Context: an optimization exercise on an open-source flow, tuned for small area and few clock cycles. The choices shown serve that exercise and are no tape-out recipe.
In this exercise RTL edits were held to simulation tests only and were not proved equivalent to the original.
Power figures rest on the tool's default switching activity, not on a simulated workload.

**design/flow/config.mk**
```make
export PLATFORM = sky130hd
export DESIGN_NAME = fe
export DESIGN_NICKNAME = fe
export VERILOG_FILES = /design/flow/design.v
export SDC_FILE = /design/flow/constraint.sdc
export NUM_CORES = 4
export LEC_CHECK = 0
export CAP_MARGIN = 20
export CELL_PAD_IN_SITES_DETAIL_PLACEMENT = 1
export CELL_PAD_IN_SITES_GLOBAL_PLACEMENT = 1
export CORE_MARGIN = 2
export CORE_UTILIZATION = 60
export CTS_BUF_LIST = sky130_fd_sc_hd__clkbuf_16 sky130_fd_sc_hd__clkbuf_8
export CTS_CLUSTER_DIAMETER = 100
export CTS_CLUSTER_SIZE = 26
export PLACE_DENSITY = 0.68
export SLEW_MARGIN = 20
export SYNTH_HIERARCHICAL = 1
export SYNTH_MINIMUM_KEEP_SIZE = 0
```
**design/flow/run.sh**
```bash
#!/bin/bash
# synth_recipe.tcl (not shown) runs the flow's synth.tcl, then flattens the netlist and writes it again
# the make line also repeats each setting of config.mk as NAME=value (left out here)
make -C /OpenROAD-flow-scripts/flow DESIGN_CONFIG=/design/flow/config.mk WORK_HOME=/design/flow/orfs CLKGATE_MAP_FILE= SYNTH_SCRIPT=/design/flow/synth_recipe.tcl finish
```
**design/flow/constraint.sdc**
```tcl
create_clock -name core_clock -period 10.0 [get_ports {clk}]
set_input_delay 2.0000 -clock core_clock [delete_from_list [all_inputs] [get_ports {clk}]]
set_output_delay 2.0000 -clock core_clock [all_outputs]
set_load 0.01 [all_outputs]
```
**design/flow/design.v**
```verilog
module fe_rd2 (
    input  wire d0,
    input  wire s0n,
    input  wire d1,
    input  wire s1n,
    output wire y
);
    assign y = ~((d0 | s0n) & (d1 | s1n));
endmodule
module fe (
    input  wire        clk,
    input  wire        rst,           
    input  wire        op_valid,
    output wire        op_ready,
    input  wire [31:0] op_word,
    input  wire [7:0]  op_tlen,       
    input  wire        txt_valid,
    output wire        txt_ready,
    input  wire [7:0]  txt_data,
    output reg         res_valid,
    output reg  [3:0]  res_status,
    output reg  [15:0] res_data,
    output wire [15:0] flags,
    output wire [7:0]  cursor,
    output wire [7:0]  fend,
    input  wire [7:0]  rx_count,      
    input  wire [7:0]  rx_data,       
    output wire        rx_pop,
    input  wire        rx_tmo,        
    output wire        tx_valid,
    output wire [7:0]  tx_data,
    output wire        tx_log
);
    localparam [3:0] ST_OK        = 4'd0,
                     ST_OVERFLOW  = 4'd1,
                     ST_TIMEOUT   = 4'd3,
                     ST_MISMATCH  = 4'd4,
                     ST_LENEXC    = 4'd5,
                     ST_UNDERRUN  = 4'd6,
                     ST_INCOMPL   = 4'd7,
                     ST_ILLEGAL   = 4'd8,
                     ST_UNUSABLE  = 4'd9;
    localparam [1:0] M_IDLE = 2'd0, M_TX = 2'd1, M_RX = 2'd2;
    localparam [7:0] HDR_A = 8'h5A, HDR_B = 8'hA5;
    localparam [3:0] S_IDLE   = 4'd0,
                     S_TEXT   = 4'd1,
                     S_SEND   = 4'd2,
                     S_HUNT_A = 4'd3,
                     S_HUNT_B = 4'd4,
                     S_LEN    = 4'd5,
                     S_BWAIT  = 4'd6,
                     S_BODY   = 4'd7,
                     S_CHECK  = 4'd8;
    localparam [1:0] CHK_NONE = 2'd0, CHK_REG = 2'd1, CHK_RAM = 2'd2;
    reg [7:0]  ebank [0:127];   
    reg [7:0]  obank [0:126];   
    reg [7:0]  pos;
    reg [7:0]  fend_r;
    reg [1:0]  mode;
    reg        err;
    reg [3:0]  ecode;
    reg        req_valid;
    reg        req_kind;       
    reg [7:0]  req_b4, req_b5, req_b6;
    reg [3:0]  state;
    reg [7:0]  idx;
    reg [7:0]  sa;
    reg [7:0]  sb;
    reg [1:0]  sm;
    wire [7:0] tleft    = idx;
    wire [7:0] tkeep    = sa;
    wire [3:0] tstatus  = {sm[1], 2'b00, sm[0]};    
    wire       slog     = sm[0];
    wire [1:0] rchk     = sm;
    wire busy = (state == S_HUNT_A) || (state == S_HUNT_B) || (state == S_LEN) ||
                (state == S_BWAIT) || (state == S_BODY) || (state == S_CHECK);
    assign op_ready  = (state == S_IDLE);
    assign flags     = {6'd0, busy, req_valid & req_kind, req_valid, ecode, err, mode};
    assign cursor    = pos;
    assign fend      = fend_r;
    wire [7:0]  opc = op_word[31:24];
    wire [15:0] opa = op_word[23:8];
    wire [7:0]  opb = op_word[7:0];
    wire is_reset    = (op_word == 32'h01000000);
    wire is_resetcmd = (opc == 8'h02) && (opa == 16'd0);
    wire is_app8     = ((opc == 8'h10) || (opc == 8'h14) || (opc == 8'h15)) && (opa == 16'd0);
    wire is_app16    = ((opc == 8'h11) || (opc == 8'h16)) && (opb == 8'd0);
    wire is_text_op  = (opc == 8'h12) || (opc == 8'h13);
    wire is_apptext  = (op_word == 32'h12000000);
    wire is_apptrunc = (opc == 8'h13) && (opa == 16'd0);
    wire is_send     = (opc == 8'h20) && (op_word[23:1] == 23'd0);
    wire is_avail    = (opc == 8'h21) && (opa == 16'd0);
    wire is_receive  = (op_word == 32'h22000000);
    wire is_ext8     = (op_word == 32'h30000000) || (op_word == 32'h33000000) ||
                       (op_word == 32'h34000000);
    wire is_ext16    = (op_word == 32'h31000000) || (op_word == 32'h32000000) ||
                       (op_word == 32'h35000000);
    wire is_wreg     = (opc == 8'h40) && (opa == 16'd0);
    wire is_rreg     = (opc == 8'h41) && (op_word[23:16] == 8'd0);
    wire is_rregresp = (opc == 8'h42) && (op_word[23:16] == 8'd0);
    wire is_rregmat  = (op_word == 32'h43000000);
    wire is_wram     = (opc == 8'h44) && (opb == 8'd0);
    wire is_rram     = (opc == 8'h45);
    wire is_rramresp = (opc == 8'h46);
    wire is_rrammat  = (op_word == 32'h47000000);
    wire is_wcurve   = (opc == 8'h48) && (opa == 16'd0);
    wire accept = op_valid && op_ready;
    wire idle_acc = (state == S_IDLE) && op_valid;
    wire [7:0] trun = is_apptrunc ? ((opb < op_tlen) ? opb : op_tlen) : op_tlen;
    wire app_mode_bad = (mode == M_RX);
    wire [8:0] app_end = {1'b0, pos} + (is_app16 ? 9'd2 : 9'd1);
    wire app_ok = !app_mode_bad && !err && !app_end[8];
    wire [8:0] txt_end = {1'b0, pos} + {1'b0, trun};
    wire txt_legal = (is_apptext || is_apptrunc) && !app_mode_bad;
    wire txt_ok = txt_legal && !err && !txt_end[8];
    wire [3:0] txt_st = !txt_legal ? ST_ILLEGAL : err ? ST_UNUSABLE :
                        txt_end[8] ? ST_OVERFLOW : ST_OK;
    wire [1:0] txt_code = {txt_st[3], txt_st[0]};
    wire [7:0] a      = pos;
    wire [7:0] e_addr = a[7:1] + {6'd0, a[0]};    
    wire [6:0] o_addr = a[7:1];                   
    wire [127:0] esel, osel;
    genvar gk, gb;
    generate for (gk = 0; gk < 128; gk = gk + 1) begin : g_sel
        assign esel[gk] = (e_addr == gk) && (gk != 1);
        assign osel[gk] = (o_addr == gk) && (gk != 127);
    end endgenerate
    wire [7:0] e_rd, o_rd;
    generate for (gb = 0; gb < 8; gb = gb + 1) begin : g_rd
        wire [62:0] ey, oy;
        for (gk = 0; gk < 63; gk = gk + 1) begin : g_leaf
            localparam integer E0 = (gk == 0) ? 0 : 2 * gk + 1;
            localparam integer E1 = (gk == 0) ? 2 : 2 * gk + 2;
            fe_rd2 ue (.d0(ebank[E0][gb]), .s0n(~esel[E0]), .d1(ebank[E1][gb]), .s1n(~esel[E1]),
                       .y(ey[gk]));
            fe_rd2 uo (.d0(obank[2 * gk][gb]), .s0n(~osel[2 * gk]),
                       .d1(obank[2 * gk + 1][gb]), .s1n(~osel[2 * gk + 1]), .y(oy[gk]));
        end
        assign e_rd[gb] = ~(|ey) & (ebank[127][gb] | ~esel[127]);
        assign o_rd[gb] = ~(|oy) & (obank[126][gb] | ~osel[126]);
    end endgenerate
    wire [7:0] rd_a   = a[0] ? o_rd : e_rd;       
    wire [7:0] rd_a1  = a[0] ? e_rd : o_rd;       
    reg        w1, w2;
    reg  [7:0] wd0, wd1;
    always @(*) begin
        w1 = 1'b0; w2 = 1'b0; wd0 = opb; wd1 = opa[7:0];
        case (state)
        S_IDLE: if (op_valid) begin
            if (is_app8 && app_ok) begin w1 = 1'b1; wd0 = opb; end
            if (is_app16 && app_ok) begin w1 = 1'b1; w2 = 1'b1; wd0 = opa[15:8]; end
        end
        S_TEXT: if (txt_valid && tleft != 8'd0 && tkeep != 8'd0) begin w1 = 1'b1; wd0 = txt_data; end
        S_BODY: begin w1 = 1'b1; wd0 = rx_data; end
        default: ;
        endcase
    end
    wire       e_we = a[0] ? w2 : w1;
    wire       o_we = a[0] ? w1 : w2;
    wire [7:0] e_wd = a[0] ? wd1 : wd0;
    wire [7:0] o_wd = a[0] ? wd0 : wd1;
    wire bld_hdr = idle_acc && (is_resetcmd || is_wreg || is_wcurve || is_rreg || is_wram || is_rram);
    wire bld_4   = idle_acc && (is_wreg || is_wcurve || is_rreg || is_wram || is_rram);
    wire bld_5   = idle_acc && (is_rreg || is_wram || is_rram);
    wire bld_6   = idle_acc && is_rram;
    wire [7:0] bld_b3 = is_resetcmd ? opb :
                        is_wreg ? 8'h80 : is_rreg ? 8'h81 : is_wram ? 8'h82 :
                        is_rram ? 8'h83 : 8'h84;
    wire [7:0] bld_b4 = (is_wram || is_rram || is_rramresp) ? opa[15:8] : opb;
    generate for (gk = 0; gk < 128; gk = gk + 1) begin : g_wr
        if (gk == 0) begin : g_e0
            always @(posedge clk) begin
                if (bld_hdr) begin ebank[0] <= HDR_A; obank[0] <= HDR_B; end
                else begin
                    if (e_we && esel[0]) ebank[0] <= e_wd;
                    if (o_we && osel[0]) obank[0] <= o_wd;
                end
            end
        end else if (gk == 1) begin : g_e1
            always @(posedge clk)
                if (bld_hdr) obank[1] <= bld_b3;
                else if (o_we && osel[1]) obank[1] <= o_wd;
        end else if (gk == 2) begin : g_e2
            always @(posedge clk) begin
                if (bld_4) ebank[2] <= bld_b4;
                else if (e_we && esel[2]) ebank[2] <= e_wd;
                if (bld_5) obank[2] <= op_word[15:8];
                else if (o_we && osel[2]) obank[2] <= o_wd;
            end
        end else if (gk == 3) begin : g_e3
            always @(posedge clk) begin
                if (bld_6) ebank[3] <= opb;
                else if (e_we && esel[3]) ebank[3] <= e_wd;
                if (o_we && osel[3]) obank[3] <= o_wd;
            end
        end else begin : g_n
            always @(posedge clk) begin
                if (e_we && esel[gk]) ebank[gk] <= e_wd;
                if (gk != 127 && o_we && osel[gk]) obank[gk] <= o_wd;
            end
        end
    end endgenerate
    assign tx_valid = (state == S_SEND);
    assign tx_data  = (pos == 8'd2) ? idx - 8'd3 : rd_a;
    assign tx_log   = (state == S_SEND) && slog;
    assign txt_ready = (state == S_TEXT);
    wire   txt_take  = txt_valid && txt_ready;
    assign rx_pop = (rx_count != 8'd0) &&
                    ((state == S_HUNT_A) || (state == S_HUNT_B) || (state == S_LEN) ||
                     (state == S_BODY));
    wire       chk_ram  = rchk[1];
    wire [9:0] chk_need = chk_ram ? {1'b0, idx, 1'b0} + 10'd7 : {2'b0, sa} + 10'd6;
    wire chk_ok = (obank[1] == {6'b100000, chk_ram, 1'b1}) &&
                  (ebank[2] == sb) && (obank[2] == sa) && (!chk_ram || ebank[3] == idx) &&
                  ({2'b0, fend_r} >= chk_need);
    task automatic complete(input [3:0] st, input [15:0] d);
        begin
            res_valid  <= 1'b1;
            res_status <= st;
            res_data   <= (st == ST_OK) ? d : 16'd0;
        end
    endtask
    task automatic rx_start(input [1:0] chk, input [7:0] e4, input [7:0] e5, input [7:0] e6);
        begin
            mode      <= M_RX;
            err       <= 1'b0;
            ecode     <= 4'd0;
            pos       <= 8'd0;
            fend_r    <= 8'd0;
            sm        <= chk;
            sb        <= e4;
            sa        <= e5;
            idx       <= e6;
            state     <= S_HUNT_A;
        end
    endtask
    task automatic rx_fail(input [3:0] code);
        begin
            err    <= 1'b1;
            ecode  <= code;
            pos    <= 8'd0;
            fend_r <= 8'd0;
            state  <= S_IDLE;
            complete(code, 16'd0);
        end
    endtask
    task automatic rx_finish(input ok);
        begin
            state <= S_IDLE;
            pos   <= 8'd3;
            if (rchk == CHK_NONE) begin
                complete(ST_OK, 16'd0);
            end else if (ok) begin
                pos <= (rchk == CHK_REG) ? 8'd6 : 8'd7;
                complete(ST_OK, 16'd0);
            end else begin
                err <= 1'b1; ecode <= ST_MISMATCH;
                complete(ST_MISMATCH, 16'd0);
            end
        end
    endtask
    always @(posedge clk) begin
        if (rst) begin
            pos        <= 8'd0;
            fend_r     <= 8'd0;
            mode       <= M_IDLE;
            err        <= 1'b0;
            ecode      <= 4'd0;
            req_valid  <= 1'b0;
            state      <= S_IDLE;
            res_valid  <= 1'b0;
            res_status <= ST_OK;
            res_data   <= 16'd0;
        end else begin
            res_valid <= 1'b0;
            case (state)
            S_IDLE: if (accept) begin
                if (is_reset) begin
                    pos <= 8'd0; fend_r <= 8'd0; mode <= M_IDLE; err <= 1'b0; ecode <= 4'd0;
                    complete(ST_OK, 16'd0);
                end else if (is_resetcmd) begin
                    pos <= 8'd4; fend_r <= 8'd0; mode <= M_TX; err <= 1'b0; ecode <= 4'd0;
                    complete(ST_OK, 16'd0);
                end else if (is_app8 || is_app16) begin
                    if (app_mode_bad) complete(ST_ILLEGAL, 16'd0);
                    else if (err) complete(ST_UNUSABLE, 16'd0);
                    else begin
                        mode <= M_TX;
                        if (app_end[8]) begin
                            err <= 1'b1; ecode <= ST_OVERFLOW;
                            complete(ST_OVERFLOW, 16'd0);
                        end else begin
                            pos <= app_end[7:0];
                            complete(ST_OK, 16'd0);
                        end
                    end
                end else if (is_text_op) begin
                    if (txt_legal && !err) mode <= M_TX;
                    if (txt_legal && !err && txt_end[8]) begin
                        err <= 1'b1; ecode <= ST_OVERFLOW;
                    end
                    sm      <= txt_code;
                    idx     <= op_tlen;
                    sa      <= txt_ok ? trun : 8'd0;
                    state   <= S_TEXT;
                end else if (is_send) begin
                    if (mode != M_TX) complete(ST_ILLEGAL, 16'd0);
                    else if (err) complete(ST_UNUSABLE, 16'd0);
                    else if (pos < 8'd4) complete(ST_INCOMPL, 16'd0);
                    else begin
                        sm    <= {1'b0, op_word[0]};
                        idx   <= pos;
                        pos   <= 8'd0;
                        state <= S_SEND;
                    end
                end else if (is_avail) begin
                    complete(ST_OK, {15'd0, rx_count >= opb});
                end else if (is_ext8 || is_ext16) begin
                    if (mode != M_RX) complete(ST_ILLEGAL, 16'd0);
                    else if (err) complete(ST_UNUSABLE, 16'd0);
                    else if ({1'b0, pos} + (is_ext16 ? 9'd2 : 9'd1) > {1'b0, fend_r}) begin
                        err <= 1'b1; ecode <= ST_UNDERRUN;
                        complete(ST_UNDERRUN, 16'd0);
                    end else if (is_ext16) begin
                        pos <= pos + 8'd2;
                        complete(ST_OK, {rd_a, rd_a1});
                    end else begin
                        pos <= pos + 8'd1;
                        complete(ST_OK, {8'd0, rd_a});
                    end
                end else if (is_wreg || is_wcurve) begin
                    pos <= 8'd5; fend_r <= 8'd0; mode <= M_TX; err <= 1'b0; ecode <= 4'd0;
                    complete(ST_OK, 16'd0);
                end else if (is_rreg) begin
                    pos <= 8'd6; fend_r <= 8'd0; mode <= M_TX; err <= 1'b0; ecode <= 4'd0;
                    req_valid <= 1'b1; req_kind <= 1'b0;
                    req_b4 <= bld_b4; req_b5 <= op_word[15:8]; req_b6 <= opb;
                    complete(ST_OK, 16'd0);
                end else if (is_wram) begin
                    pos <= 8'd6; fend_r <= 8'd0; mode <= M_TX; err <= 1'b0; ecode <= 4'd0;
                    complete(ST_OK, 16'd0);
                end else if (is_rram) begin
                    pos <= 8'd7; fend_r <= 8'd0; mode <= M_TX; err <= 1'b0; ecode <= 4'd0;
                    req_valid <= 1'b1; req_kind <= 1'b1;
                    req_b4 <= bld_b4; req_b5 <= op_word[15:8]; req_b6 <= opb;
                    complete(ST_OK, 16'd0);
                end else if (is_receive) begin
                    rx_start(CHK_NONE, bld_b4, op_word[15:8], opb);
                end else if (is_rregresp) begin
                    rx_start(CHK_REG, bld_b4, op_word[15:8], opb);
                end else if (is_rramresp) begin
                    rx_start(CHK_RAM, bld_b4, op_word[15:8], opb);
                end else if (is_rregmat) begin
                    if (!req_valid || req_kind) complete(ST_ILLEGAL, 16'd0);
                    else rx_start(CHK_REG, req_b4, req_b5, req_b6);
                end else if (is_rrammat) begin
                    if (!req_valid || !req_kind) complete(ST_ILLEGAL, 16'd0);
                    else rx_start(CHK_RAM, req_b4, req_b5, req_b6);
                end else begin
                    complete(ST_ILLEGAL, 16'd0);
                end
            end
            S_TEXT: begin
                if (tleft == 8'd0) begin
                    state <= S_IDLE;
                    complete(tstatus, 16'd0);
                end else if (txt_take) begin
                    if (tkeep != 8'd0) begin
                        pos <= pos + 8'd1;
                        sa  <= tkeep - 8'd1;
                    end
                    idx <= tleft - 8'd1;
                end
            end
            S_SEND: begin
                pos <= pos + 8'd1;
                if (pos + 8'd1 == idx) begin
                    state <= S_IDLE;
                    complete(ST_OK, 16'd0);
                end
            end
            S_HUNT_A: if (rx_count != 8'd0) begin
                if (rx_data == HDR_A) state <= S_HUNT_B;
            end
            S_HUNT_B: if (rx_count != 8'd0) begin
                if (rx_data == HDR_B) state <= S_LEN;
                else if (rx_data != HDR_A) state <= S_HUNT_A;
            end
            S_LEN: begin
                if (rx_count != 8'd0) begin
                    if (rx_data > 8'd252) rx_fail(ST_LENEXC);
                    else begin
                        fend_r <= rx_data + 8'd3;
                        pos    <= 8'd3;
                        state  <= S_BWAIT;
                    end
                end else if (rx_tmo) begin
                    rx_fail(ST_TIMEOUT);
                end
            end
            S_BWAIT: begin
                if ({1'b0, rx_count} + 9'd3 >= {1'b0, fend_r}) begin
                    state <= (fend_r == 8'd3) ? S_CHECK : S_BODY;
                end else if (rx_tmo) begin
                    rx_fail(ST_TIMEOUT);
                end
            end
            S_BODY: begin
                pos <= pos + 8'd1;
                if (pos + 8'd1 == fend_r) state <= S_CHECK;
            end
            S_CHECK: rx_finish(chk_ok);
            default: state <= S_IDLE;
            endcase
        end
    end
endmodule
```
==> results.yml, run 1 <==
status:
  status: "no timing/DRC/antenna violations"
routing:
  vias_per_cell: 7.50
  vias: 56500
  drc: 0
  dr.pass1.iters: 6
  wirelength_mm: 287
  drtIter0Drc: 8584
  wl_per_cell_um: 38.2
  route.antenna.remaining_nets: 0
cts:
  cts_sinks: 2132
  cts_root_buf: "clkbuf_16"
  path_clk_slew_ns: 0.10
  h-tree-depth: 3
  cts_hold_buf: 0
  postCtsSetupRepairBufs: 0
  cts_tree: "built"
  clk_latency_ns: 0.79
  clk_path_buf_depth: 3
  cts_resized: 0
  cts-buffers-inserted: 94
pwr:
  power.total_mw: 19.2
  ir_drop_uv: 233
  powerDensity_nw_per_um2: 213
  leakagePower_nw: 27.9
setup_path:
  crit_type: "reg -> out"
  rr_endpoint: "res_data[12]"
  cp.depth: 12
  crit_slowest_cell: "nor4_1"
  cp_max_fo: 15
  crit_path_end_kind: "primary output"
  worstSetupStartpointType: "flip-flop"
  cpMostUsedCell: "nor4_1"
  r2r_start: "pos[2]"
  worst_ep_required_time_ns: 8.00
  crit_arrival_ns: 7.85
  critPathBufInv: 2
  r2r_cells: 11
  path_cells: "buf_4, ha_1, and2_1, nand2_1, o22ai_1, nor4_1, nand4_1, nor4_1, o21ai_0, mux2i_1, mux2_2, clkdlybuf4s50_1"
  r2r_setup_slack_ns: 3.46
  critical-path-top-delay-family: "simple AND/OR/NAND/NOR gates"
  cp-endpoint: "tx_data[4]"
  cpPeakStageDelay_ns: 1.11
  cp-startpoint: "pos[2]"
global_routing:
  grtUsageMet1: 0.556
  antenna_found_initial: 18
  grt_usage: 0.402
  met2_usage: 0.609
  grt_max_degree: 128
  met3_usage: 0.0938
  top_usage_layer: "met2"
  overflow: 0
  grt_first_pass_wirelength_mm: 405
  grt_pass1_vias: 55300
timing:
  relSlewSlack: 0.140
  rsz0062_at_grt: "no"
  worst_pin_slew_ns: 1.28
  min_period_over_period: 0.985
  max_freq_mhz: 102
  fin_crit_ns: 9.85
  fin_skew_ns: 0.0471
  slew_viol_final: 0
  hold_viol: 0
  tns_ns: 0
  finalSetupViolations: 0
place:
  dpl_cell_area_um2: 87600
  finalWeightedCongestion: 1.00
  dpl.hpwl_mm: 193
  port_buffers: 128
floorplanning:
  initial_utilization: 0.606
  num_rows: 136
  io_pins: 135
  core_area_um2: 138000
  die_w_um: 377
  die_h_um: 377
  die_area_um2: 142000
synth:
  muxShareOfSynthArea: 0.0109
  synthFlopType: "edfxtp_1"
  syn-mean-instance-area_um2: 15.1
  ys_ff_latch: 2132
  synth_top_family_by_area: "compound AO/OA/AOI/OAI gates"
  synth_area_leader_cell: "edfxtp_1"
  yosysMostFrequentCell: "edfxtp_1"
  syn_inst: 5517
  synth_compound_area_frac: 0.108
  yosysTopAreaCellShare: 0.744
  synth_seq_area_share: 0.760
  synth_common_cells: "edfxtp_1 (2067), o22ai_1 (1016), nand2_1 (461)"
  netlist_top_cells_area: "edfxtp_1 (74%), o22ai_1 (7.6%), nor4_1 (2.1%)"
  synth.distinct_cells: 96
  syn-cell-area_um2: 83400
  synth_fa_ha_area_frac: 0.0105
  yosysWarnings: 11
  ys_async_sr_fraction: 0
  synthXorXnorAreaFrac: 0.0111
  synth-edff-count: 2067
  synthSimpleGateAreaFrac: 0.0878
run:
  max_cap_violations: 0
finish:
  nFillCells: 12200
  area_growth_pct: 8.29
  num-nets-final: 5828
  postLayoutCellArea_um2: 90300
  layout-drive-gt1-share: 0.0583
min_path:
  min_from: "ecode[3]"
  min_path_type: "reg -> reg"
-- modules after synthesis (local to each module, per instance) --
module	flops+latches	cells inside	area, um^2	copies in the design
fe	2132	4509	77100	1
fe_rd2	0	1	6.26	1008
-- metal layers --
metal | vias to the layer above | share of wire
met5 | - | 0.00051
met4 | 18 | 0.058
li1 | 22800 | -
met2 | 4111 | 0.45
met1 | 28700 | 0.37
met3 | 831 | 0.12
-- cell families after synthesis --
kind of cell,Yosys count
multiplexers,87
other,1
XOR/XNOR,101
AO/OA/AOI/OAI,1405
AND/OR/NAND/NOR,1484
flip-flops,2132
buffers and inverters,238
adder cells (fa/ha/maj),69
-- area by class of cell --
class	count	area, um^2	share of cell area
sequential	2132	63400	0.701
multi-input combinational	3152	19400	0.215
clock buffer	94	2350	0.0260
timing repair buffer	240	2320	0.0257
tap	1794	2240	0.0248
clock inverter	41	338	0.00374
inverter	70	265	0.00294
antenna	5	12.5	0.000138
-- through the flow --
| stage | std cells | setup WS [ns] | util | hold slack [ns] |
|---|---|---|---|---|
| after floorplan | 5522 | -0.662 | - | 0.432 |
| after global placement | 7385 | 1.53 | 0.636 | 0.431 |
| after detailed placement | 7386 | 1.29 | 0.636 | 0.435 |
| after CTS | 7521 | 0.567 | 0.656 | 0.449 |
| after global routing | 7523 | 0.525 | 0.656 | 0.493 |
| final | 7528 | 0.154 | 0.656 | 0.444 |
-- where the power goes --
group | switching, mW | internal [mW]
registers | 0.0933 | 10.8
clock network | 2.72 | 1.75
logic | 3.01 | 0.847
total | 5.83 | 13.4
-- registers in the layout (all words and copies together), names as in the netlist, 4 cells and up --
name and count:
ebank 1016, ecode 4, fend_r 8, idx 8, obank 1016, pos 8, req_b4 8, req_b5 8
req_b6 8, res_data 16, res_status 4, sa 8, sb 8, state 4
-- worst min path at each step --
stage                        endpoint  slack (ns)  cells after the start
after floorplan           ebank[0][0]        0.43                      2
after global placement       ecode[3]        0.43                      2
after detailed placement     ecode[3]        0.44                      2
after CTS                    ecode[3]        0.45                      2
after global routing         ecode[3]        0.49                      2
final                        ecode[3]        0.44                      2
-- cells in the final DEF, fill, tap and decap left out, drive strengths merged, types with 13 or more instances in the layout --
cell type	synthesis	layout
edfxtp	2067	2067
o22ai	1016	1016
nand2	461	461
nor2	372	372
nor4	286	286
clkdlybuf4s50	0	128
buf	52	112
o21ai	102	102
inv	67	100
nand4	98	98
clkbuf	116	94
a21oi	80	80
ha	67	67
dfxtp	65	65
nor3	60	60
nand3	56	56
xnor2	55	55
mux2i	54	54
xor2	43	43
mux2	33	33
and2	25	25
and3	23	23
a22o	20	20
nand2b	19	19
a31oi	19	19
o31ai	19	19
a21o	18	18
nor2b	17	17
a211oi	13	13
-- worst register-to-register path, cell delays in order, from the launching register on --
cell     delay [ns]
dfxtp_1        0.41
buf_4          0.25
ha_1           0.53
and2_1         0.64
nand2_1        0.47
o22ai_1        0.17
nor4_1         0.92
nand4_1        0.65
nor4_1         1.11
o21ai_0        0.54
mux2i_1        0.56
a22o_1         0.20
Testbench counts, summed over its fixed seeds: cycles 87,303.
==> run 2: changes to the inputs <==
==> design/flow/flow/run.sh (new file) <==
#!/bin/bash
# The standard layout, with every port buffered by a buf_1 rather than the
# resizer's default pick.
export BUFFER_PORTS_ARGS="-buffer_cell sky130_fd_sc_hd__buf_1"
bash standard.sh > standard_flow.log 2>&1
==> design/flow/standard.sh (new file) <==
#!/bin/bash
# synth_recipe.tcl (not shown) runs the flow's synth.tcl, then flattens the netlist and writes it again
# the make line also repeats each setting of config.mk as NAME=value (left out here)
make -C /OpenROAD-flow-scripts/flow DESIGN_CONFIG=/design/flow/config.mk WORK_HOME=/design/flow/orfs CLKGATE_MAP_FILE= SYNTH_SCRIPT=/design/flow/synth_recipe.tcl "${@:-finish}"
--- a/design/flow/config.mk
+++ b/design/flow/config.mk
@@ -12,6 +12,6 @@
 export CORE_UTILIZATION = 60
 export CTS_BUF_LIST = sky130_fd_sc_hd__clkbuf_16 sky130_fd_sc_hd__clkbuf_8
-export CTS_CLUSTER_DIAMETER = 100
-export CTS_CLUSTER_SIZE = 26
+export CTS_CLUSTER_DIAMETER = 80
+export CTS_CLUSTER_SIZE = 32
 export PLACE_DENSITY = 0.68
 export SLEW_MARGIN = 20
removed: design/flow/run.sh
==> results.yml, run 2 <==
synth:
  syn-mean-instance-area_um2: 15.1
  syn_inst: 5517
  syn-cell-area_um2: 83400
  synth.distinct_cells: 96
  synth_seq_area_share: 0.760
  netlist_top_cells_area: "edfxtp_1 (74%), o22ai_1 (7.6%), nor4_1 (2.1%)"
  yosysMostFrequentCell: "edfxtp_1"
  ys_async_sr_fraction: 0
  synth_common_cells: "edfxtp_1 (2067), o22ai_1 (1016), nand2_1 (461)"
  synthFlopType: "edfxtp_1"
  yosysWarnings: 11
  synth-edff-count: 2067
  yosysTopAreaCellShare: 0.744
  ys_ff_latch: 2132
  synth_area_leader_cell: "edfxtp_1"
routing:
  vias: 55800
  dr.pass1.iters: 8
  wl_per_cell_um: 37.6
  route.antenna.remaining_nets: 0
  wirelength_mm: 284
  drc: 0
  drtIter0Drc: 8207
  vias_per_cell: 7.38
setup_path:
  r2r_cells: 11
  crit_type: "reg -> out"
  cp_max_fo: 16
  worstSetupStartpointType: "flip-flop"
  r2r_start: "pos[4]"
  crit_path_end_kind: "primary output"
  r2r_setup_slack_ns: 3.53
  crit_arrival_ns: 7.40
  worst_ep_required_time_ns: 8.00
  rr_endpoint: "res_data[12]"
place:
  port_buffers: 128
  dpl_cell_area_um2: 86600
  place_inst: 7368
  finalWeightedCongestion: 0.983
  dpl.hpwl_mm: 193
  place_ws_ns: 1.39
floorplanning:
  initial_utilization: 0.606
  die_w_um: 377
  num_rows: 136
  io_pins: 135
  core_area_um2: 138000
  die_area_um2: 142000
  die_h_um: 377
finish:
  num-nets-final: 5816
  largestRegisters: "ebank x1016, obank x1016, res_data x16"
  postLayoutCellArea_um2: 90200
  fin_cells: 7553
  final_cell_mix: "edfxtp_1 (2067), o22ai_1 (1015), nand2_1 (461)"
  area_growth_pct: 8.10
  layout-drive-gt1-share: 0.0664
  final_common_cell: "edfxtp_1"
cts:
  path_clk_slew_ns: 0.09
  clk_path_buf_depth: 3
  postCtsSetupRepairBufs: 0
  cts_root_buf: "clkbuf_16"
  cts_resized: 0
  clk_latency_ns: 0.78
  cts-buffers-inserted: 100
  h-tree-depth: 3
  cts_tree: "built"
  cts_sinks: 2132
  cts_hold_buf: 0
min_path:
  min_path_type: "reg -> reg"
  min_from: "ecode[3]"
  min_path_cells: 2
  hold_end: "ecode[3]"
status:
  status: "no timing/DRC/antenna violations"
timing:
  max_freq_mhz: 106
  worst_pin_slew_ns: 1.26
  finalSetupViolations: 0
  relSlewSlack: 0.150
  layout_setup_ws_ns: 0.604
  hold_viol: 0
  min_period_over_period: 0.940
  fin_crit_ns: 9.40
  slew_viol_final: 0
  rsz0062_at_grt: "no"
  fin_skew_ns: 0.0433
global_routing:
  overflow: 0
  grt_first_pass_wirelength_mm: 401
  grt_max_degree: 128
  antenna_found_initial: 11
  grt_pass1_vias: 55400
  grt_usage: 0.397
pwr:
  ir_drop_uv: 231
  powerDensity_nw_per_um2: 218
  leakagePower_nw: 27.8
run:
  max_cap_violations: 0
==> run 2: cell count changes in the layout (fill, tap and decap cells not counted), moves of 9 or more <==
| cell | previous run | this run |
|---|---|---|
| buf_1 | 0 | 128 |
| clkdlybuf4s50_1 | 128 | 0 |
| inv_1 | 92 | 71 |
| buf_4 | 95 | 80 |
| inv_8 | 2 | 15 |
| inv_12 | 1 | 12 |
| clkinv_8 | 4 | 13 |
==> run 2: critical path, cell delays in order, from the launching register on <==
cell	delay [ns]
dfxtp_1	0.88
nor2_1	0.42
and2_1	0.56
buf_4	0.33
nand2_1	0.29
o22ai_1	0.19
nor4_1	0.61
nand4_1	0.59
nor4_1	1.22
o21ai_0	0.54
mux2i_1	0.56
mux2_2	0.26
buf_1	0.16
==> run 2: area by class of cell <==
type	instances	area [um^2]
Fill cell	12300	47500
Timing Repair Buffer	222	1350
Clock inverter	78	967
Multi-Input combinational cell	3152	19400
Clock buffer	102	2540
Antenna cell	3	7.51
Tap cell	1794	2240
Inverter	70	265
Sequential cell	2132	63400
==> run 2: how the worst max path moves through the flow <==
stage          startpoint             to  cells past startpoint
2_1_floorplan  op_word[0]  ebank[100][0]                     13
3_3_place_gp   op_word[1]    ebank[2][2]                     12
3_5_place_dp   op_word[1]    ebank[2][3]                     12
4_1_cts            pos[0]     tx_data[1]                     16
5_1_grt            pos[0]     tx_data[2]                     17
6_report           pos[4]     tx_data[4]                     12
==> run 2: logic make-up after synthesis <==
group / count (synthesis) / share of synthesized area
AOI/OAI and AO/OA: 1405 / 0.108
adders and majority gates: 69 / 0.0105
other: 1 / 0.0000449
buffers and inverters: 238 / 0.0119
and+or+nand+nor: 1484 / 0.0878
muxes: 87 / 0.0109
DFF: 2132 / 0.760
xor gates and xnor gates: 101 / 0.0111
==> run 2: where the power goes <==
group          leakage, nW  switching, mW  internal [mW]  total (mW)
registers             19.1         0.0955           10.8        10.9
clock network         1.71           3.05           2.09        5.14
logic                 6.98           2.91          0.737        3.65
==> run 2: per-module statistics from Yosys (local to each module, per instance) <==
module | flops+latches | cells | copies in the design | area (um^2)
fe | 2132 | 4509 | 1 | 77100
fe_rd2 | 0 | 1 | 1008 | 6.26
==> run 2: stage by stage <==
step                      hold WS, ns  total power, mW   util   TNS, ns
final                           0.455             19.7  0.655         0
after global routing            0.474             20.0  0.655         0
after CTS                       0.463             19.5  0.655         0
after detailed placement        0.452             14.6  0.629         0
after global placement          0.422             14.5  0.629         0
after floorplan                 0.432             12.9      -  -1058.92
==> run 2: metal layers <==
layer / vias to the layer above / wire length [um] / GRT usage
met1: 28300 / 105000 / 0.550
met4: 10 / 15900 / 0.184
li1: 22900 / - / -
met5: - / 70 / 0
met2: 3800 / 130000 / 0.615
met3: 774 / 33200 / 0.0778
==> run 3: changes to the inputs <==
==> design/flow/flow/run.sh (replaced) <==
#!/bin/bash
# The standard layout, with every port buffered by a buf_2 rather than the
# resizer's default pick.
export BUFFER_PORTS_ARGS="-buffer_cell sky130_fd_sc_hd__buf_2"
bash standard.sh > standard_flow.log 2>&1
--- a/design/flow/config.mk
+++ b/design/flow/config.mk
@@ -12,6 +12,6 @@
 export CORE_UTILIZATION = 60
 export CTS_BUF_LIST = sky130_fd_sc_hd__clkbuf_16 sky130_fd_sc_hd__clkbuf_8
-export CTS_CLUSTER_DIAMETER = 80
-export CTS_CLUSTER_SIZE = 32
+export CTS_CLUSTER_DIAMETER = 100
+export CTS_CLUSTER_SIZE = 29
 export PLACE_DENSITY = 0.68
 export SLEW_MARGIN = 20
==> results.yml, run 3 <==
setup_path:
  crit_type: "reg -> out"
  crit_slowest_cell: "nor4_1"
  cpPeakStageDelay_ns: 0.95
  cp_max_fo: 25
  critPathBufInv: 3
  worstSetupStartpointType: "flip-flop"
  worst_ep_required_time_ns: 8.00
  path_cells: "clkinv_1, buf_4, ha_1, nand2b_1, nor2_1, nand2_1, o22ai_1, nor4_1, nand4_1, nor4_2, o21ai_0, mux2i_1, mux2_2, buf_2"
  r2r_start: "pos[0]"
  critical-path-top-delay-family: "simple AND/OR/NAND/NOR gates"
  cp-startpoint: "pos[0]"
  crit_arrival_ns: 7.03
  crit_path_end_kind: "primary output"
place:
  place_inst: 7378
  port_buffers: 128
  dpl.hpwl_mm: 192
  finalWeightedCongestion: 1.00
timing:
  fin_crit_ns: 9.03
  fin_skew_ns: 0.0424
  rsz0062_at_grt: "no"
  worst_pin_slew_ns: 1.26
  slew_viol_final: 0
  min_period_over_period: 0.903
  hold_viol: 0
  relSlewSlack: 0.163
  finalSetupViolations: 0
  max_freq_mhz: 111
  worst_hold_slack_ns: 0.466
routing:
  dr.pass1.iters: 8
  vias_per_cell: 7.43
  wl_per_cell_um: 37.3
  wirelength_mm: 280
  wl_met3_mm: 34.5
  vias: 55700
  route.antenna.remaining_nets: 0
  drc: 0
  wl_met2_mm: 126
  drt-met1-wl_mm: 106
  drtIter0Drc: 8272
  highest_layer: "met5"
global_routing:
  grt_max_degree: 128
  overflow: 0
  grt_usage: 0.393
  grt_pass1_vias: 54700
  antenna_found_initial: 12
  grt_first_pass_wirelength_mm: 397
status:
  status: "no timing/DRC/antenna violations"
finish:
  final_cell_mix: "edfxtp_1 (2067), o22ai_1 (1015), nand2_1 (461)"
  multiInputGateArea_um2: 19500
  fin_cells: 7499
  largestRegisters: "ebank x1016, obank x1016, res_data x16"
  seqCellArea_um2: 63400
  num-nets-final: 5810
  layout-drive-gt1-share: 0.0783
  final_common_cell: "edfxtp_1"
  area_growth_pct: 7.14
  nFillCells: 12300
cts:
  cts_resized: 0
  postCtsSetupRepairBufs: 0
  cts_sinks: 2132
  cts_tree: "built"
  clk_path_buf_depth: 3
  cts_hold_buf: 0
  cts_root_buf: "clkbuf_16"
  path_clk_slew_ns: 0.12
  cts-buffers-inserted: 86
  h-tree-depth: 3
  clk_latency_ns: 0.76
floorplanning:
  io_pins: 135
  num_rows: 136
  die_w_um: 377
  initial_utilization: 0.606
  core_area_um2: 138000
  die_area_um2: 142000
  die_h_um: 377
pwr:
  leakagePower_nw: 27.8
  powerDensity_nw_per_um2: 211
  ir_drop_uv: 224
synth:
  synthFlopType: "edfxtp_1"
  syn-cell-area_um2: 83400
  ys_async_sr_fraction: 0
  synth.distinct_cells: 96
  syn-mean-instance-area_um2: 15.1
  netlist_top_cells_area: "edfxtp_1 (74%), o22ai_1 (7.6%), nor4_1 (2.1%)"
  synth_common_cells: "edfxtp_1 (2067), o22ai_1 (1016), nand2_1 (461)"
  synth_seq_area_share: 0.760
  yosysTopAreaCellShare: 0.744
  yosysWarnings: 11
  ys_ff_latch: 2132
  syn_inst: 5517
  synth-edff-count: 2067
  yosysMostFrequentCell: "edfxtp_1"
  synth_area_leader_cell: "edfxtp_1"
min_path:
  min_from: "ebank[0][7]"
  min_path_type: "reg -> reg"
run:
  max_cap_violations: 0
## run 3: cell types whose count changed in the layout (fill, tap and decap cells not counted), sizes merged
cell and delta:
inv -26, buf +8, diode +3, clkinvlp -5
clkbuf -14, clkinv -18, bufinv -2
## run 3: final timing paths
| kind | slack (ns) | cells after the start | end |
|---|---|---|---|
| setup reg to reg | 3.84 | 13 | res_data[14] |
| setup / recovery | 0.97 | 14 | tx_data[6] |
| hold / removal | 0.47 | 2 | ebank[0][7] |
| hold reg to reg | 0.47 | 2 | ebank[0][7] |
## run 3: modules after synthesis, one instance, submodules excluded
| module | flops+latches | cell area, um^2 |
|---|---|---|
| fe | 2132 | 77100 |
| fe_rd2 | 0 | 6.26 |
## run 3: worst register-to-register path, delay by kind of cell, from the launching register on
kind	cells	cell delay, ns
and+or+nand+nor	6	3.22
adders and majority gates	1	0.94
AOI/OAI and AO/OA	3	0.65
muxes	1	0.47
DFF	1	0.42
buffers and inverters	2	0.39
## run 3: stage by stage
| step | setup TNS, ns | total power, mW | setup WS (ns) | area [um^2] | utilization |
|---|---|---|---|---|---|
| after floorplan | -1058.92 | 12.9 | -0.662 | 83400 | - |
| after global placement | 0 | 14.5 | 1.63 | 86800 | 0.631 |
| after detailed placement | 0 | 14.6 | 1.99 | 86900 | 0.631 |
| after CTS | 0 | 18.7 | 1.16 | 89300 | 0.649 |
| after global routing | 0 | 19.2 | 0.911 | 89400 | 0.649 |
| final | 0 | 18.9 | 0.968 | 89400 | 0.649 |
## run 3: cell families after synthesis
| logic type | share of synthesized area |
|---|---|
| mux | 0.0109 |
| simple gates | 0.0878 |
| flops | 0.760 |
| xor+xnor | 0.0111 |
| other cells | 0.0000449 |
| compound gates | 0.108 |
| buf+inv | 0.0119 |
| fa+ha+maj | 0.0105 |
## run 3: where the power goes
part	switching [mW]	total, mW	internal [mW]
Sequential	0.0807	10.9	10.8
Clock	2.67	4.31	1.64
Combinational	2.96	3.71	0.756
Total	5.71	18.9	13.2
## run 3: layout make-up
cell class,instances,area share
multi-input combinational,3152,0.218
sequential,2132,0.709
antenna,6,0.000168
tap,1794,0.0251
timing repair buffer,230,0.0174
clock inverter,27,0.00307
inverter,70,0.00297
clock buffer,88,0.0246
## run 3: routing by layer
metal | vias up | GRT usage
met5 | - | 0
met4 | 10 | 0.167
met3 | 701 | 0.0946
met2 | 3864 | 0.593
met1 | 28400 | 0.552
li1 | 22800 | -
==> run 4: changes to the inputs <==
--- a/design/flow/config.mk
+++ b/design/flow/config.mk
@@ -13,5 +13,5 @@
 export CTS_BUF_LIST = sky130_fd_sc_hd__clkbuf_16 sky130_fd_sc_hd__clkbuf_8
 export CTS_CLUSTER_DIAMETER = 100
-export CTS_CLUSTER_SIZE = 29
+export CTS_CLUSTER_SIZE = 26
 export PLACE_DENSITY = 0.68
 export SLEW_MARGIN = 20
==> results.yml, run 4 <==
floorplanning:
  num_rows: 136
  die_area_um2: 142000
  die_w_um: 377
  die_h_um: 377
  initial_utilization: 0.606
  core_area_um2: 138000
  io_pins: 135
finish:
  final_common_cell: "edfxtp_1"
  layout-drive-gt1-share: 0.0790
  area_growth_pct: 7.33
  num-nets-final: 5818
  final_util: 0.650
  final_cell_mix: "edfxtp_1 (2067), o22ai_1 (1015), nand2_1 (461)"
  postLayoutCellArea_um2: 89500
  fin_cells: 7510
  largestRegisters: "ebank x1016, obank x1016, res_data x16"
synth:
  syn-cell-area_um2: 83400
  synth.distinct_cells: 96
  syn-mean-instance-area_um2: 15.1
  synth_seq_area_share: 0.760
  syn_inst: 5517
  synth_top_family_by_area: "compound AO/OA/AOI/OAI gates"
  muxShareOfSynthArea: 0.0109
  netlist_top_cells_area: "edfxtp_1 (74%), o22ai_1 (7.6%), nor4_1 (2.1%)"
  synthFlopType: "edfxtp_1"
  synth_area_leader_cell: "edfxtp_1"
  ys_async_sr_fraction: 0
  yosysMostFrequentCell: "edfxtp_1"
  synthXorXnorAreaFrac: 0.0111
  synth_common_cells: "edfxtp_1 (2067), o22ai_1 (1016), nand2_1 (461)"
  synth-edff-count: 2067
  yosysWarnings: 11
  yosysTopAreaCellShare: 0.744
  synth_compound_area_frac: 0.108
  ys_ff_latch: 2132
  synthSimpleGateAreaFrac: 0.0878
  synth_fa_ha_area_frac: 0.0105
cts:
  cts_sinks: 2132
  cts_tree: "built"
  postCtsSetupRepairBufs: 0
  path_clk_slew_ns: 0.11
  cts-buffers-inserted: 94
  clk_path_buf_depth: 3
  cts_root_buf: "clkbuf_16"
  h-tree-depth: 3
  cts_resized: 0
  cts_hold_buf: 0
  clk_latency_ns: 0.77
global_routing:
  grt_pass1_vias: 54800
  grt_max_degree: 128
  grt_usage: 0.394
  overflow: 0
  grt_first_pass_wirelength_mm: 398
  antenna_found_initial: 10
pwr:
  switching_share: 0.301
  ir_drop_uv: 230
  pwr-share-seq: 0.571
  leakagePower_nw: 27.9
  pwr-share-comb: 0.195
  netSwitchingPower_mw: 5.73
  p_int_mw: 13.3
  powerDensity_nw_per_um2: 213
  clkPwrFrac: 0.235
routing:
  highest_layer: "met5"
  wl_per_cell_um: 37.4
  route.antenna.remaining_nets: 0
  dr.pass1.iters: 5
  drc: 0
  drtIter0Drc: 7956
  vias: 55800
  vias_per_cell: 7.43
  drt-met1-wl_mm: 106
  wl_met2_mm: 126
  wirelength_mm: 281
  wl_met3_mm: 34.6
setup_path:
  worst_ep_required_time_ns: 8.00
  crit_arrival_ns: 7.24
  crit_path_end_kind: "primary output"
  crit_type: "reg -> out"
  cp_max_fo: 17
  worstSetupStartpointType: "flip-flop"
timing:
  fin_skew_ns: 0.0393
  hold_viol: 0
  worst_pin_slew_ns: 1.19
  layout_setup_ws_ns: 0.762
  relSlewSlack: 0.201
  tns_ns: 0
  min_period_over_period: 0.924
  rsz0062_at_grt: "no"
  slew_viol_final: 0
  fin_crit_ns: 9.24
  finalSetupViolations: 0
  max_freq_mhz: 108
status:
  status: "no timing/DRC/antenna violations"
place:
  dpl_cell_area_um2: 86900
  dpl.hpwl_mm: 192
  place_inst: 7378
  place_ws_ns: 1.99
  port_buffers: 128
  finalWeightedCongestion: 1.00
run:
  max_cap_violations: 0
min_path:
  min_path_type: "reg -> reg"
## run 4: cell counts after synthesis
Identical to the previous run, type by type.
## run 4: logic make-up (layout without fill, tap and decap cells)
group / count (synthesis) / count (layout)
other cells: 1 / 13
fa+ha+maj: 69 / 69
compound gates: 1405 / 1405
buf+inv: 238 / 425
xor+xnor: 101 / 101
mux: 87 / 87
flops: 2132 / 2132
simple gates: 1484 / 1484
## run 4: metrics by stage
step	total power, mW	hold WS (ns)
2_1_floorplan	12.9	0.432
3_3_place_gp	14.5	0.444
3_5_place_dp	14.6	0.449
4_1_cts	18.9	0.462
5_1_grt	19.4	0.487
6_report	19.0	0.464
## run 4: path summary, 6_finish.rpt
kind	slack [ns]	to	depth (start not counted)	startpoint
max	0.76	tx_data[5]	16	pos[0]
min	0.46	ebank[0][7]	2	ebank[0][7]
max reg2reg	3.65	res_data[13]	15	pos[0]
min reg2reg	0.46	ebank[0][7]	2	ebank[0][7]
## run 4: area by class of cell
cell class	instances	area (um^2)
Antenna cell	7	17.5
Clock buffer	96	2400
Sequential cell	2132	63400
Inverter	70	265
Clock inverter	29	244
Timing Repair Buffer	230	1560
Fill cell	12200	48100
Tap cell	1794	2240
Multi-Input combinational cell	3152	19400
## run 4: Yosys stat by module, one instance, submodules excluded
module,flops+latches,times used
fe,2132,1
fe_rd2,0,1008
## run 4: worst max-delay path, stage by stage, from the launching register on
cell and delay [ns]:
dfxtp_2 0.41, ha_1 0.30, ha_1 0.27, nand3_1 0.42, nor2b_1 0.31, a21oi_1 0.24
o22ai_2 0.16, buf_4 0.26, nand2_1 0.31, o22ai_1 0.16, nor4_1 0.99, nand4_1 0.56
nor4_1 0.84, o21ai_0 0.33, mux2i_1 0.48, mux2_2 0.25, buf_2 0.13
## run 4: power groups by stage
stage               Combinational, mW  Clock (mW)  Sequential (mW)
global placement                 3.46           0             11.1
finish                           3.71        4.47             10.9
global route                     3.78        4.70             10.9
detailed placement               3.58           0             11.1
floorplan                        1.65           0             11.3
CTS                              3.59        4.46             10.9
## run 4: layer usage
metal / GRT usage / vias to the layer above
li1: - / 22800
met1: 0.557 / 28400
met2: 0.594 / 3910
met3: 0.0876 / 708
met4: 0.174 / 12
met5: 0 / -
==> run 5: changes to the inputs <==
--- a/design/flow/config.mk
+++ b/design/flow/config.mk
@@ -6,5 +6,5 @@
 export NUM_CORES = 4
 export LEC_CHECK = 0
-export CAP_MARGIN = 20
+export CAP_MARGIN = 5
 export CELL_PAD_IN_SITES_DETAIL_PLACEMENT = 1
 export CELL_PAD_IN_SITES_GLOBAL_PLACEMENT = 1
@@ -15,5 +15,5 @@
 export CTS_CLUSTER_SIZE = 26
 export PLACE_DENSITY = 0.68
-export SLEW_MARGIN = 20
+export SLEW_MARGIN = 5
 export SYNTH_HIERARCHICAL = 1
 export SYNTH_MINIMUM_KEEP_SIZE = 0
==> results.yml, run 5 <==
pwr:
  ir_drop_uv: 236
  leakagePower_nw: 27.9
  power.total_mw: 19.0
  powerDensity_nw_per_um2: 212
floorplanning:
  initial_utilization: 0.606
  io_pins: 135
  die_h_um: 377
  die_area_um2: 142000
  core_area_um2: 138000
  num_rows: 136
  die_w_um: 377
timing:
  slew_viol_final: 0
  min_period_over_period: 0.939
  worst_pin_slew_ns: 1.40
  rsz0062_at_grt: "no"
  fin_crit_ns: 9.39
  worst_hold_slack_ns: 0.471
  hold_viol: 0
  tns_ns: 0
  layout_setup_ws_ns: 0.611
  finalSetupViolations: 0
  max_freq_mhz: 107
  fin_skew_ns: 0.0435
  relSlewSlack: 0.0568
global_routing:
  grt_first_pass_wirelength_mm: 400
  grt_pass1_vias: 55000
  overflow: 0
  grt_usage: 0.395
  antenna_found_initial: 11
  grt_max_degree: 128
synth:
  yosysWarnings: 11
  syn-mean-instance-area_um2: 15.1
  synth_area_leader_cell: "edfxtp_1"
  yosysMostFrequentCell: "edfxtp_1"
  synthFlopType: "edfxtp_1"
  synth_seq_area_share: 0.760
  synth-edff-count: 2067
  netlist_top_cells_area: "edfxtp_1 (74%), o22ai_1 (7.6%), nor4_1 (2.1%)"
  yosysTopAreaCellShare: 0.744
  syn-cell-area_um2: 83400
  synth.distinct_cells: 96
  ys_async_sr_fraction: 0
  syn_inst: 5517
  ys_ff_latch: 2132
  synth_common_cells: "edfxtp_1 (2067), o22ai_1 (1016), nand2_1 (461)"
setup_path:
  cp_max_fo: 17
  worstSetupStartpointType: "flip-flop"
  crit_slowest_cell: "nor4_1"
  crit_type: "reg -> out"
  crit_arrival_ns: 7.39
  cpPeakStageDelay_ns: 1.02
  worst_ep_required_time_ns: 8.00
  crit_path_end_kind: "primary output"
  path_cells: "ha_1, ha_1, nand3_1, nor2b_1, a21oi_1, o22ai_2, buf_4, nand2_1, o22ai_1, nor4_1, nand4_1, nor4_1, o21ai_0, mux2i_1, mux2_2, buf_2"
place:
  dpl_cell_area_um2: 86800
  port_buffers: 128
  finalWeightedCongestion: 1.00
  place_ws_ns: 1.64
  place_inst: 7376
  dpl.hpwl_mm: 192
finish:
  largestRegisters: "ebank x1016, obank x1016, res_data x16"
  nFillCells: 12300
  num-nets-final: 5816
  postLayoutCellArea_um2: 89500
  fin_cells: 7503
  area_growth_pct: 7.25
  final_util: 0.650
  layout-drive-gt1-share: 0.0780
  final_cell_mix: "edfxtp_1 (2067), o22ai_1 (1015), nand2_1 (461)"
  final_common_cell: "edfxtp_1"
routing:
  dr.pass1.iters: 6
  drtIter0Drc: 7895
  drc: 0
  wl_per_cell_um: 37.4
  route.antenna.remaining_nets: 0
  vias: 55800
  vias_per_cell: 7.43
  wirelength_mm: 281
min_path:
  min_path_type: "reg -> reg"
cts:
  postCtsSetupRepairBufs: 0
  path_clk_slew_ns: 0.10
  h-tree-depth: 3
  clk_latency_ns: 0.78
  cts_resized: 0
  cts-buffers-inserted: 94
  cts_root_buf: "clkbuf_16"
  cts_sinks: 2132
  clk_path_buf_depth: 3
  cts_tree: "built"
  cts_hold_buf: 0
status:
  status: "no timing/DRC/antenna violations"
run:
  max_cap_violations: 0
run 5: cell counts after synthesis:
Identical to the previous run, type by type.
run 5: cell families (layout without fill, tap and decap cells):
kind of cell | count (synthesis) | count (layout) | share of synthesized area
DFF | 2132 | 2132 | 0.760
muxes | 87 | 87 | 0.0109
buffers and inverters | 238 | 421 | 0.0119
xor gates and xnor gates | 101 | 101 | 0.0111
and+or+nand+nor | 1484 | 1484 | 0.0878
AOI/OAI and AO/OA | 1405 | 1405 | 0.108
adders and majority gates | 69 | 69 | 0.0105
other | 1 | 10 | 0.0000449
run 5: routing by layer:
layer | GRT usage | vias up | share of wire
li1 | - | 22800 | -
met1 | 0.559 | 28300 | 0.38
met2 | 0.590 | 3888 | 0.45
met3 | 0.0920 | 751 | 0.12
met4 | 0.179 | 24 | 0.052
met5 | 0 | - | 0.00058
run 5: report_power, final:
group          internal [mW]  switching [mW]
sequential              10.8          0.0784
combinational          0.746            2.93
clock                   1.76            2.70
total                   13.3            5.71
run 5: cell type report:
cell class | instances | area (um^2) | share of cell area
Antenna cell | 4 | 10.0 | 0.000112
Clock buffer | 96 | 2390 | 0.0267
Clock inverter | 27 | 249 | 0.00278
Inverter | 70 | 265 | 0.00296
Multi-Input combinational cell | 3152 | 19400 | 0.217
Sequential cell | 2132 | 63400 | 0.708
Tap cell | 1794 | 2240 | 0.0251
Timing Repair Buffer | 228 | 1530 | 0.0171
run 5: worst max-delay path, delay by kind of cell, from the launching register on:
kind,cells,cell delay (ns)
DFF,1,0.42
AOI/OAI and AO/OA,4,1.03
and+or+nand+nor,6,3.41
buffers and inverters,2,0.40
adders and majority gates,2,0.59
muxes,2,0.74
run 5: path summary, 6_finish.rpt:
check,start,to,slack [ns],depth (start not counted)
hold reg to reg,ebank[0][7],ebank[0][7],0.47,2
hold / removal,ebank[0][7],ebank[0][7],0.47,2
setup / recovery,pos[0],tx_data[7],0.61,16
setup reg to reg,pos[0],res_data[15],3.52,15
run 5: per-module statistics from Yosys (local to each module, per instance):
module / flops+latches / cell area [um^2] / times used
fe: 2132 / 77100 / 1
fe_rd2: 0 / 6.26 / 1008

==> what the ideal ports hide <==
The results above use ideal ports. As a check the final layouts listed here were re-extracted and re-timed, cells and wires unchanged.
Step 1: set_driving_cell puts a clkbuf_16 on clk and a buf_2 on each other input, an assumption about the parent block.
Step 2 times the ports against the registers' clock, not the clock port: input delays grow and output delays shrink by t, the midpoint of the rising clock arrivals with the driver on.
Three values: ideal, step 1, step 2; two values: the first two.
| run | t (ns) | setup slack, ns | hold WS [ns] | slew at the worst register clock pin (ns) |
|---|---|---|---|---|
| run 1 | 0.842 | 0.154 / 0.077 / 0.919 | 0.444 / 0.444 / 0.444 | 0.11 / 0.11 |
| run 2 | 0.843 | 0.604 / 0.521 / 1.215 | 0.455 / 0.455 / 0.455 | 0.12 / 0.12 |
| run 3 | 0.823 | 0.968 / 0.886 / 1.708 | 0.466 / 0.466 / 0.466 | 0.12 / 0.12 |
| run 4 | 0.827 | 0.762 / 0.684 / 1.511 | 0.464 / 0.464 / 0.464 | 0.11 / 0.11 |
| run 5 | 0.842 | 0.611 / 0.531 / 1.373 | 0.471 / 0.471 / 0.471 | 0.11 / 0.11 |
After both steps setup and hold are still met in every run listed.
